From an optimization exercise on the open Yosys and OpenROAD flow, aimed at small area, a short achievable clock period and few clock cycles; shortcuts taken in it are not production practice. In this exercise RTL edits were held to simulation tests only and were not proved equivalent to the original.

==> run a <==
// hmac_sha256
module hmac_sha256 (
    input  wire         clk,
    input  wire         rst,           
    input  wire         start,         
    input  wire         mode,          
    input  wire [511:0] key,           
    input  wire         in_valid,
    output wire         in_ready,
    input  wire [31:0]  in_data,       
    input  wire         in_last,
    input  wire [2:0]   in_nbytes,     
    output wire [255:0] mac,
    output wire         mac_valid
);
Settings: LEC_CHECK=0, CAP_MARGIN=20, CORE_MARGIN=2, CORE_UTILIZATION=40, CTS_CLUSTER_DIAMETER=60, CTS_CLUSTER_SIZE=20, SLEW_MARGIN=20, TNS_END_PERCENT=10; clock period 10.0 ns.
standard.sh (not shown) runs the stock make flow with config.mk's settings and CLKGATE_MAP_FILE= SYNTH_SCRIPT=/design/flow/synth_recipe.tcl, a recipe that flattens the netlist after the stock synthesis.
==> flow/flow/run.sh <==
#!/bin/bash
set -euo pipefail
export SETUP_SLACK_MARGIN=5.5
export BUFFER_PORTS_ARGS="-buffer_cell sky130_fd_sc_hd__buf_1"
bash standard.sh > standard.log 2>&1
==> inputs of run b, as changes to run a <==
--- a/flow/design.v
+++ b/flow/design.v
@@ -161,50 +161,49 @@
     wire [31:0] w14 = w[14];
     wire [31:0] ssig0_w = {w1[6:0], w1[31:7]} ^ {w1[17:0], w1[31:18]} ^ (w1 >> 3);
     wire [31:0] ssig1_w = {w14[16:0], w14[31:17]} ^ {w14[18:0], w14[31:19]} ^ (w14 >> 10);
     wire [63:0] sw1   = csa(w[9], w[0], ssig0_w);
     wire [63:0] sw2   = csa(sw1[31:0], sw1[63:32], ssig1_w);
     wire [31:0] w_new = add32(sw2[31:0], sw2[63:32]);
     wire [31:0] w_in = word_slot ? blk_word : w_new;
-    wire [5:0]  cnt_nx = is_f ? 6'd0 : (cnt == 6'd63) ? 6'd63 : cnt + 6'd1;
-    reg  [31:0] k_n, k_t;
+    reg  [31:0] k_n;
     always @(*) begin
-        case (cnt_nx)
-            6'd63: k_t = 32'h428a2f98; 6'd0:  k_t = 32'h71374491;
-            6'd1:  k_t = 32'hb5c0fbcf; 6'd2:  k_t = 32'he9b5dba5;
-            6'd3:  k_t = 32'h3956c25b; 6'd4:  k_t = 32'h59f111f1;
-            6'd5:  k_t = 32'h923f82a4; 6'd6:  k_t = 32'hab1c5ed5;
-            6'd7:  k_t = 32'hd807aa98; 6'd8:  k_t = 32'h12835b01;
-            6'd9:  k_t = 32'h243185be; 6'd10: k_t = 32'h550c7dc3;
-            6'd11: k_t = 32'h72be5d74; 6'd12: k_t = 32'h80deb1fe;
-            6'd13: k_t = 32'h9bdc06a7; 6'd14: k_t = 32'hc19bf174;
-            6'd15: k_t = 32'he49b69c1; 6'd16: k_t = 32'hefbe4786;
-            6'd17: k_t = 32'h0fc19dc6; 6'd18: k_t = 32'h240ca1cc;
-            6'd19: k_t = 32'h2de92c6f; 6'd20: k_t = 32'h4a7484aa;
-            6'd21: k_t = 32'h5cb0a9dc; 6'd22: k_t = 32'h76f988da;
-            6'd23: k_t = 32'h983e5152; 6'd24: k_t = 32'ha831c66d;
-            6'd25: k_t = 32'hb00327c8; 6'd26: k_t = 32'hbf597fc7;
-            6'd27: k_t = 32'hc6e00bf3; 6'd28: k_t = 32'hd5a79147;
-            6'd29: k_t = 32'h06ca6351; 6'd30: k_t = 32'h14292967;
-            6'd31: k_t = 32'h27b70a85; 6'd32: k_t = 32'h2e1b2138;
-            6'd33: k_t = 32'h4d2c6dfc; 6'd34: k_t = 32'h53380d13;
-            6'd35: k_t = 32'h650a7354; 6'd36: k_t = 32'h766a0abb;
-            6'd37: k_t = 32'h81c2c92e; 6'd38: k_t = 32'h92722c85;
-            6'd39: k_t = 32'ha2bfe8a1; 6'd40: k_t = 32'ha81a664b;
-            6'd41: k_t = 32'hc24b8b70; 6'd42: k_t = 32'hc76c51a3;
-            6'd43: k_t = 32'hd192e819; 6'd44: k_t = 32'hd6990624;
-            6'd45: k_t = 32'hf40e3585; 6'd46: k_t = 32'h106aa070;
-            6'd47: k_t = 32'h19a4c116; 6'd48: k_t = 32'h1e376c08;
-            6'd49: k_t = 32'h2748774c; 6'd50: k_t = 32'h34b0bcb5;
-            6'd51: k_t = 32'h391c0cb3; 6'd52: k_t = 32'h4ed8aa4a;
-            6'd53: k_t = 32'h5b9cca4f; 6'd54: k_t = 32'h682e6ff3;
-            6'd55: k_t = 32'h748f82ee; 6'd56: k_t = 32'h78a5636f;
-            6'd57: k_t = 32'h84c87814; 6'd58: k_t = 32'h8cc70208;
-            6'd59: k_t = 32'h90befffa; 6'd60: k_t = 32'ha4506ceb;
-            6'd61: k_t = 32'hbef9a3f7; 6'd62: k_t = 32'hc67178f2;
+        case (cnt)
+            6'd63: k_n = 32'h428a2f98; 6'd0:  k_n = 32'h71374491;
+            6'd1:  k_n = 32'hb5c0fbcf; 6'd2:  k_n = 32'he9b5dba5;
+            6'd3:  k_n = 32'h3956c25b; 6'd4:  k_n = 32'h59f111f1;
+            6'd5:  k_n = 32'h923f82a4; 6'd6:  k_n = 32'hab1c5ed5;
+            6'd7:  k_n = 32'hd807aa98; 6'd8:  k_n = 32'h12835b01;
+            6'd9:  k_n = 32'h243185be; 6'd10: k_n = 32'h550c7dc3;
+            6'd11: k_n = 32'h72be5d74; 6'd12: k_n = 32'h80deb1fe;
+            6'd13: k_n = 32'h9bdc06a7; 6'd14: k_n = 32'hc19bf174;
+            6'd15: k_n = 32'he49b69c1; 6'd16: k_n = 32'hefbe4786;
+            6'd17: k_n = 32'h0fc19dc6; 6'd18: k_n = 32'h240ca1cc;
+            6'd19: k_n = 32'h2de92c6f; 6'd20: k_n = 32'h4a7484aa;
+            6'd21: k_n = 32'h5cb0a9dc; 6'd22: k_n = 32'h76f988da;
+            6'd23: k_n = 32'h983e5152; 6'd24: k_n = 32'ha831c66d;
+            6'd25: k_n = 32'hb00327c8; 6'd26: k_n = 32'hbf597fc7;
+            6'd27: k_n = 32'hc6e00bf3; 6'd28: k_n = 32'hd5a79147;
+            6'd29: k_n = 32'h06ca6351; 6'd30: k_n = 32'h14292967;
+            6'd31: k_n = 32'h27b70a85; 6'd32: k_n = 32'h2e1b2138;
+            6'd33: k_n = 32'h4d2c6dfc; 6'd34: k_n = 32'h53380d13;
+            6'd35: k_n = 32'h650a7354; 6'd36: k_n = 32'h766a0abb;
+            6'd37: k_n = 32'h81c2c92e; 6'd38: k_n = 32'h92722c85;
+            6'd39: k_n = 32'ha2bfe8a1; 6'd40: k_n = 32'ha81a664b;
+            6'd41: k_n = 32'hc24b8b70; 6'd42: k_n = 32'hc76c51a3;
+            6'd43: k_n = 32'hd192e819; 6'd44: k_n = 32'hd6990624;
+            6'd45: k_n = 32'hf40e3585; 6'd46: k_n = 32'h106aa070;
+            6'd47: k_n = 32'h19a4c116; 6'd48: k_n = 32'h1e376c08;
+            6'd49: k_n = 32'h2748774c; 6'd50: k_n = 32'h34b0bcb5;
+            6'd51: k_n = 32'h391c0cb3; 6'd52: k_n = 32'h4ed8aa4a;
+            6'd53: k_n = 32'h5b9cca4f; 6'd54: k_n = 32'h682e6ff3;
+            6'd55: k_n = 32'h748f82ee; 6'd56: k_n = 32'h78a5636f;
+            6'd57: k_n = 32'h84c87814; 6'd58: k_n = 32'h8cc70208;
+            6'd59: k_n = 32'h90befffa; 6'd60: k_n = 32'ha4506ceb;
+            6'd61: k_n = 32'hbef9a3f7; 6'd62: k_n = 32'hc67178f2;
         endcase
     end
     wire [1:0]  jj      = jj_r;
     wire        sum_cyc = sumc_r;
     wire        src_iv  = (blk == B_IKEY) || (blk == B_OKEY);
     wire [31:0]  xa  = src_iv ? iv[255 - 32*jj -: 32] : hc[159:128];
     wire [31:0]  xe  = src_iv ? iv[127 - 32*jj -: 32] : hc[31:0];
@@ -233,15 +232,14 @@
             buf_v  <= 1'b0;
             mac_v  <= 1'b0;
             tl_v   <= 1'b0;
         end else if (start) begin
             blk       <= B_INIT;
             cnt       <= 6'd63;
             isf       <= 1'b1;
-            k_n       <= 32'h428a2f98;       
             rot_ph    <= 4'd0;
             wblk_r    <= B_IKEY;
             wk_r      <= 4'd1;
             wslot_r   <= 1'b1;
             jj_r      <= 2'd0;
             sumc_r    <= 1'b0;
             mode_r    <= mode;
@@ -282,15 +280,14 @@
                 end
             end
             if (xfer && in_last)
                 open_r <= 1'b0;
             if (rot)
                 rot_ph <= rot_ph + 4'd1;
             if (adv) begin
-                k_n     <= k_t;
                 wblk_r  <= (is_f || cnt >= 6'd62) ? nblk : blk;
                 wk_r    <= (cnt == 6'd62 && !is_f) ? 4'd0 : wk_r + 4'd1;
                 wslot_r <= is_f || cnt >= 6'd62 || cnt <= 6'd12;
                 jj_r    <= (cnt == 6'd63 && !is_f) ? 2'd0 : ~cnt[1:0];
                 sumc_r  <= !is_f && cnt >= 6'd60 && blk != B_INIT && blk != B_IDLE;
                 if (is_f) begin
                     cnt <= 6'd0;
@@ -324,15 +321,15 @@
                 end
             end
         end
     end
     always @(posedge clk) begin
         for (i = 0; i < 15; i = i + 1)
             w[i] <= w[i + 1];
-        if (start)
+        if (!rst && start)
             w[15] <= key[511:480] ^ 32'h36363636;
         else if (rot)
             w[15] <= w[0];
         else
             w[15] <= w_in;
         if (rot) begin
             a <= d; e <= h;
@@ -353,15 +350,15 @@
         end else begin
             d <= c; c <= b; b <= a;
             g <= f; f <= e;
         end
         h <= rot ? g : hkw_n;
     end
     always @(posedge clk) begin
-        if (start) begin
+        if (!rst && start) begin
             ks <= key;
         end else if (!rst && adv) begin
             if (blk == B_OKEY && cnt == 6'd14)
                 ks[255:0] <= hc;                  
             if (sum_cyc) begin
                 hc[255:128] <= {sa, hc[255:160]};
                 hc[127:0]   <= {se, hc[127:32]};
Settings changed: CTS_CLUSTER_DIAMETER 60 to not set, CTS_CLUSTER_SIZE 20 to not set.
==> inputs of run c, as changes to run a <==
--- a/flow/design.v
+++ b/flow/design.v
@@ -324,15 +324,15 @@
                 end
             end
         end
     end
     always @(posedge clk) begin
         for (i = 0; i < 15; i = i + 1)
             w[i] <= w[i + 1];
-        if (start)
+        if (!rst && start)
             w[15] <= key[511:480] ^ 32'h36363636;
         else if (rot)
             w[15] <= w[0];
         else
             w[15] <= w_in;
         if (rot) begin
             a <= d; e <= h;
@@ -353,15 +353,15 @@
         end else begin
             d <= c; c <= b; b <= a;
             g <= f; f <= e;
         end
         h <= rot ? g : hkw_n;
     end
     always @(posedge clk) begin
-        if (start) begin
+        if (!rst && start) begin
             ks <= key;
         end else if (!rst && adv) begin
             if (blk == B_OKEY && cnt == 6'd14)
                 ks[255:0] <= hc;                  
             if (sum_cyc) begin
                 hc[255:128] <= {sa, hc[255:160]};
                 hc[127:0]   <= {se, hc[127:32]};
Settings changed: CTS_CLUSTER_DIAMETER 60 to not set, CTS_CLUSTER_SIZE 20 to not set.
==> metrics.cfg <==
[outcome]
status=timing/DRC/antenna clean

[floorplan]
fp-row-count=162

[global_route]
grtUsageMet3=0.0778

[worst_setup_path]
worst-path-buf-inv=5
r2r-end=e[27]
cp.depth=14

[route]
drt_first_pass_iters=6

[clocking]
clk_latency_ps=880

[cells_and_area]
multi_input_cells=5072

[timing]
worst_pin_slew_ps=1240

Source of the figures above: run b

==> metrics.cfg <==
[floorplan]
fp-row-count=163

[worst_setup_path]
cp.depth=8

[clocking]
clk_latency_ps=870

[outcome]
status=timing/DRC/antenna clean

[cells_and_area]
multi_input_cells=5354

[global_route]
grtUsageMet3=0.0852

[timing]
worst_pin_slew_ps=1350

Source of the figures above: run c

==> metrics.cfg <==
[floorplan]
fp-row-count=162

[clocking]
clk_latency_ps=870

[outcome]
status=timing/DRC/antenna clean

[timing]
worst_pin_slew_ps=1340

[route]
drt_first_pass_iters=6

[worst_setup_path]
r2r-end=w[15][20]
worst-path-buf-inv=2

Source of the figures above: run a

Testbench counts of run a, summed over its fixed seeds: cycles 73,769.
Testbench counts of run b, summed over its fixed seeds: cycles 73,769.
Testbench counts of run c, summed over its fixed seeds: cycles 73,769.

========
==> inputs of run K <==
hmac_sha256, a different RTL version from the one above (not shown whole).
// hmac_sha256
module hmac_sha256 (
    input  wire         clk,
    input  wire         rst,           
    input  wire         start,         
    input  wire         mode,          
    input  wire [511:0] key,           
    input  wire         in_valid,
    output wire         in_ready,
    input  wire [31:0]  in_data,       
    input  wire         in_last,
    input  wire [2:0]   in_nbytes,     
    output wire [255:0] mac,
    output wire         mac_valid
);
clock: 10.0 ns
lec_check: 0
cap_margin: 20
core_margin: 2
core_utilization: 45
cts_buf_list: sky130_fd_sc_hd__clkbuf_8
slew_margin: 20
tns_end_percent: 10
==> flow/flow/run.sh <==
#!/bin/bash
set -euo pipefail
export SETUP_SLACK_MARGIN=5.7
export BUFFER_PORTS_ARGS="-buffer_cell sky130_fd_sc_hd__buf_1"
bash standard.sh > standard.log 2>&1
==> run A (differences from run K) <==
--- a/flow/design.v
+++ b/flow/design.v
@@ -23,22 +23,29 @@
     localparam [255:0] IV256 = {32'h6a09e667, 32'hbb67ae85, 32'h3c6ef372, 32'ha54ff53a,
                                 32'h510e527f, 32'h9b05688c, 32'h1f83d9ab, 32'h5be0cd19};
     reg  [2:0]   blk;
     reg  [5:0]   cnt;          
     reg          isf;          
+    reg  [2:0]   wblk_r;       
+    reg  [3:0]   wk_r;         
+    reg          wslot_r;      
+    reg  [1:0]   jj_r;         
+    reg          sumc_r;       
     reg          mode_r;
     reg  [511:0] ks;           
     reg  [255:0] hc;           
     reg  [31:0]  a, b, c, d, e, f, g, h;    
-    reg  [31:0]  s1_r, ch_r;                
     reg  [31:0]  w [0:15];
     reg          mac_v;
     reg  [3:0]   rot_ph;       
     reg          open_r;       
-    reg          buf_v, buf_last;
+    reg          buf_v, buf_last;    
     reg  [2:0]   buf_nb;
     reg  [31:0]  buf_d;
+    reg          tl_v, tl_last;      
+    reg  [2:0]   tl_nb;
+    reg  [31:0]  tl_d;
     reg          ended;        
     reg          need80;       
     reg          len_fits;     
     reg          final_blk;    
     reg  [15:0]  nbytes;
@@ -94,21 +101,19 @@
             B_MSG:   nblk = final_blk ? B_OKEY : B_MSG;
             B_OKEY:  nblk = B_ODIG;
             default: nblk = B_IDLE;
         endcase
     end
-    wire       slot_next = (cnt == 6'd63);
-    wire       slot_cur  = (cnt <= 6'd13);
-    wire [2:0] wblk      = slot_next ? nblk : blk;
-    wire [3:0] wk        = is_f ? 4'd1 : (cnt == 6'd63) ? 4'd0 : (cnt[3:0] + 4'd2);
-    wire       word_slot = slot_next || slot_cur;
+    wire [2:0] wblk      = wblk_r;
+    wire [3:0] wk        = wk_r;
+    wire       word_slot = wslot_r;
     wire       msg_slot  = word_slot && (wblk == B_MSG);
     wire wait_in = msg_slot && !ended && !buf_v;
     wire rot     = (rot_ph != 4'd0) || wait_in;
     wire adv     = (blk != B_IDLE) && !rot;
     wire consume = msg_slot && !ended && buf_v && (rot_ph == 4'd0);
-    assign in_ready = open_r && (!buf_v || consume);
+    assign in_ready = open_r && !tl_v;
     wire   xfer     = in_valid && in_ready && !start && !rst;
     wire [3:0]  kidx  = (wblk == B_ODIG) ? {1'b1, wk[2:0]} : wk;
     wire [31:0] kword = ks[511 - 32*kidx -: 32];
     reg  [31:0] last_word;
     always @(*) begin
@@ -195,21 +200,21 @@
             6'd57: k_n = 32'h84c87814; 6'd58: k_n = 32'h8cc70208;
             6'd59: k_n = 32'h90befffa; 6'd60: k_n = 32'ha4506ceb;
             6'd61: k_n = 32'hbef9a3f7; 6'd62: k_n = 32'hc67178f2;
         endcase
     end
-    wire [1:0]  jj      = is_f ? 2'd0 : (2'd0 - cnt[1:0]);
-    wire        sum_cyc = (cnt >= 6'd61) && (blk != B_INIT) && (blk != B_IDLE);
+    wire [1:0]  jj      = jj_r;
+    wire        sum_cyc = sumc_r;
     wire        src_iv  = (blk == B_IKEY) || (blk == B_OKEY);
     wire [31:0]  xa  = src_iv ? iv[255 - 32*jj -: 32] : hc[159:128];
     wire [31:0]  xe  = src_iv ? iv[127 - 32*jj -: 32] : hc[31:0];
     wire [31:0]  sa  = add32(xa, a);
     wire [31:0]  se  = add32(xe, e);
     wire         nkey    = (nblk == B_IKEY) || (nblk == B_OKEY);
     wire [31:0] bsig0_a = {a[1:0], a[31:2]} ^ {a[12:0], a[31:13]} ^ {a[21:0], a[31:22]};
-    wire [31:0] bsig1_e = s1_r;
-    wire [31:0] ch_efg  = ch_r;
+    wire [31:0] bsig1_e = {e[5:0], e[31:6]} ^ {e[10:0], e[31:11]} ^ {e[24:0], e[31:25]};
+    wire [31:0] ch_efg  = (e & f) ^ (~e & g);
     wire [31:0] maj_abc = (a & b) ^ (a & c) ^ (b & c);
     wire [63:0] rt    = csa(h, ch_efg, bsig1_e);
     wire [63:0] re    = csa(rt[31:0], rt[63:32], d);
     wire [31:0] e_new = add32(re[31:0], re[63:32]);
     wire [63:0] ra1   = csa(rt[31:0], rt[63:32], maj_abc);
@@ -220,41 +225,72 @@
     wire [31:0] hkw_n = add32(hk[31:0], hk[63:32]);
     always @(posedge clk) begin
         if (rst) begin
             blk    <= B_IDLE;
             rot_ph <= 4'd0;
+            wblk_r <= B_IDLE;
             open_r <= 1'b0;
             buf_v  <= 1'b0;
             mac_v  <= 1'b0;
+            tl_v   <= 1'b0;
         end else if (start) begin
             blk       <= B_INIT;
             cnt       <= 6'd63;
             isf       <= 1'b1;
             rot_ph    <= 4'd0;
+            wblk_r    <= B_IKEY;
+            wk_r      <= 4'd1;
+            wslot_r   <= 1'b1;
+            jj_r      <= 2'd0;
+            sumc_r    <= 1'b0;
             mode_r    <= mode;
             open_r    <= 1'b1;
             buf_v     <= 1'b0;
             mac_v     <= 1'b0;
+            tl_v      <= 1'b0;
             ended     <= 1'b0;
             need80    <= 1'b0;
             len_fits  <= 1'b0;
             final_blk <= 1'b0;
             nbytes    <= 16'd0;
         end else begin
-            if (xfer) begin
-                buf_v    <= 1'b1;
-                buf_d    <= in_data;
-                buf_last <= in_last;
-                buf_nb   <= in_nbytes;
-                if (in_last)
-                    open_r <= 1'b0;
-            end else if (consume) begin
-                buf_v <= 1'b0;
+            if (consume) begin
+                if (tl_v) begin
+                    buf_d    <= tl_d;
+                    buf_last <= tl_last;
+                    buf_nb   <= tl_nb;
+                    tl_v     <= 1'b0;
+                end else if (xfer) begin
+                    buf_d    <= in_data;
+                    buf_last <= in_last;
+                    buf_nb   <= in_nbytes;
+                end else begin
+                    buf_v    <= 1'b0;
+                end
+            end else if (xfer) begin
+                if (buf_v) begin
+                    tl_v     <= 1'b1;
+                    tl_d     <= in_data;
+                    tl_last  <= in_last;
+                    tl_nb    <= in_nbytes;
+                end else begin
+                    buf_v    <= 1'b1;
+                    buf_d    <= in_data;
+                    buf_last <= in_last;
+                    buf_nb   <= in_nbytes;
+                end
             end
+            if (xfer && in_last)
+                open_r <= 1'b0;
             if (rot)
                 rot_ph <= rot_ph + 4'd1;
             if (adv) begin
+                wblk_r  <= (is_f || cnt >= 6'd62) ? nblk : blk;
+                wk_r    <= (cnt == 6'd62 && !is_f) ? 4'd0 : wk_r + 4'd1;
+                wslot_r <= is_f || cnt >= 6'd62 || cnt <= 6'd12;
+                jj_r    <= (cnt == 6'd63 && !is_f) ? 2'd0 : ~cnt[1:0];
+                sumc_r  <= !is_f && cnt >= 6'd60 && blk != B_INIT && blk != B_IDLE;
                 if (is_f) begin
                     cnt <= 6'd0;
                     isf <= 1'b0;
                     blk <= nblk;
                     if (nblk == B_IDLE)
@@ -284,40 +320,38 @@
                         len_fits <= 1'b1;
                 end
             end
         end
     end
-    wire        take_new = !rot && !is_f;
-    wire [31:0] a_alt    = rot ? d : nkey ? iv[255:224] : sa;
-    wire [31:0] e_alt    = rot ? h : nkey ? iv[127:96]  : se;
-    wire        load_f   = is_f && !rot;
-    wire [31:0] e_d      = take_new ? e_new : e_alt;
-    wire [31:0] f_d      = !load_f ? e : nkey ? iv[95:64] : hc[127:96];
-    wire [31:0] g_d      = !load_f ? f : nkey ? iv[63:32] : hc[95:64];
     always @(posedge clk) begin
         for (i = 0; i < 15; i = i + 1)
             w[i] <= w[i + 1];
         if (!rst && start)
             w[15] <= key[511:480] ^ 32'h36363636;
         else if (rot)
             w[15] <= w[0];
         else
             w[15] <= w_in;
-        a <= take_new ? a_new : a_alt;
-        e <= e_d;
-        f <= f_d;
-        g <= g_d;
-        s1_r <= {e_d[5:0], e_d[31:6]} ^ {e_d[10:0], e_d[31:11]} ^ {e_d[24:0], e_d[31:25]};
-        ch_r <= (e_d & f_d) ^ (~e_d & g_d);
+        if (rot) begin
+            a <= d; e <= h;
+        end else if (is_f) begin
+            a <= nkey ? iv[255:224] : sa;
+            e <= nkey ? iv[127:96]  : se;
+        end else begin
+            a <= a_new; e <= e_new;
+        end
         if (is_f && !rot) begin
             if (nkey) begin
                 {b, c, d} <= iv[223:128];
+                {f, g} <= iv[95:32];
             end else begin
                 {b, c, d} <= hc[255:160];
+                {f, g} <= hc[127:64];
             end
         end else begin
             d <= c; c <= b; b <= a;
+            g <= f; f <= e;
         end
         h <= rot ? g : hkw_n;
     end
     always @(posedge clk) begin
         if (!rst && start) begin
==> flow/flow/run.sh (replaced) <==
#!/bin/bash
set -euo pipefail
export SETUP_SLACK_MARGIN=5.8
export BUFFER_PORTS_ARGS="-buffer_cell sky130_fd_sc_hd__buf_1"
bash standard.sh > standard.log 2>&1
==> flow/config.mk (replaced) <==
export PLATFORM = sky130hd
export DESIGN_NAME = hmac_sha256
export DESIGN_NICKNAME = hmac_sha256
export VERILOG_FILES = /design/flow/design.v
export SDC_FILE = /design/flow/constraint.sdc
export NUM_CORES = 4
export LEC_CHECK = 0
export CAP_MARGIN = 20
export CORE_MARGIN = 2
export CORE_UTILIZATION = 40
export SLEW_MARGIN = 20
export TNS_END_PERCENT = 10
==> reports/summary.md <==
The flow ran to the end and the layout has no timing, DRC or antenna violations. The H-tree generated during clock tree synthesis spans 5 levels. The y dimension of the die was 421 um; the count of inserted tapcells was 2325. The number of setup buffers added after CTS is 107. Largest fanout on the critical path: 4.
(the above is from run K)
==> reports/summary.md <==
The largest fanout on the critical path works out to 8. The H-tree was split into 4 levels. The y dimension of the die is 446 um. The flow ran to the end and the layout has no timing, DRC or antenna violations. The count of inserted tapcells was 2542; the number of setup buffers added after CTS was 55. In this run the worst hold path is classified as reg -> reg.
(the above is from run A)
Testbench counts of run K, summed over its fixed seeds: cycles 73,769.
Testbench counts of run A, summed over its fixed seeds: cycles 73,769.

[re-timing with driven ports]
Ports are ideal in the flow. The routed layouts listed here were re-timed in OpenROAD. Step 1 sets driving cells, clkbuf_16 on the clock port and buf_2 on the other inputs (assumed; they add their load-dependent delay and slew). Step 2 adds t to the input delays and takes it off the output delays; t is the mean of the earliest and latest rising clock arrival at the registers after step 1. Input paths then give back, and output paths get back, about the clock's delay inside the block. Three values: ideal, step 1, step 2; two values: the first two.
| run | shift t [ns] | slack for setup (ns) | worst setup path at the end |
|---|---|---|---|
| run a of note 1 | 0.935 | 5.275 / 5.275 / 4.722 | input to register |
| run b of note 1 | 0.953 | 5.399 / 5.479 / 4.526 | input to register |
| run c of note 1 | 0.926 | 5.216 / 5.216 / 4.322 | input to register |
| run K of note 2 | 1.123 | 4.900 / 4.807 / 4.297 | input to register |
| run A of note 2 | 0.951 | 5.485 / 5.485 / 4.762 | input to register |
After both steps setup and hold are still met in every run listed. The setup slack of run c of note 1, which loses most, moves by 0.000 ns with the drivers and by -0.894 ns with both steps.
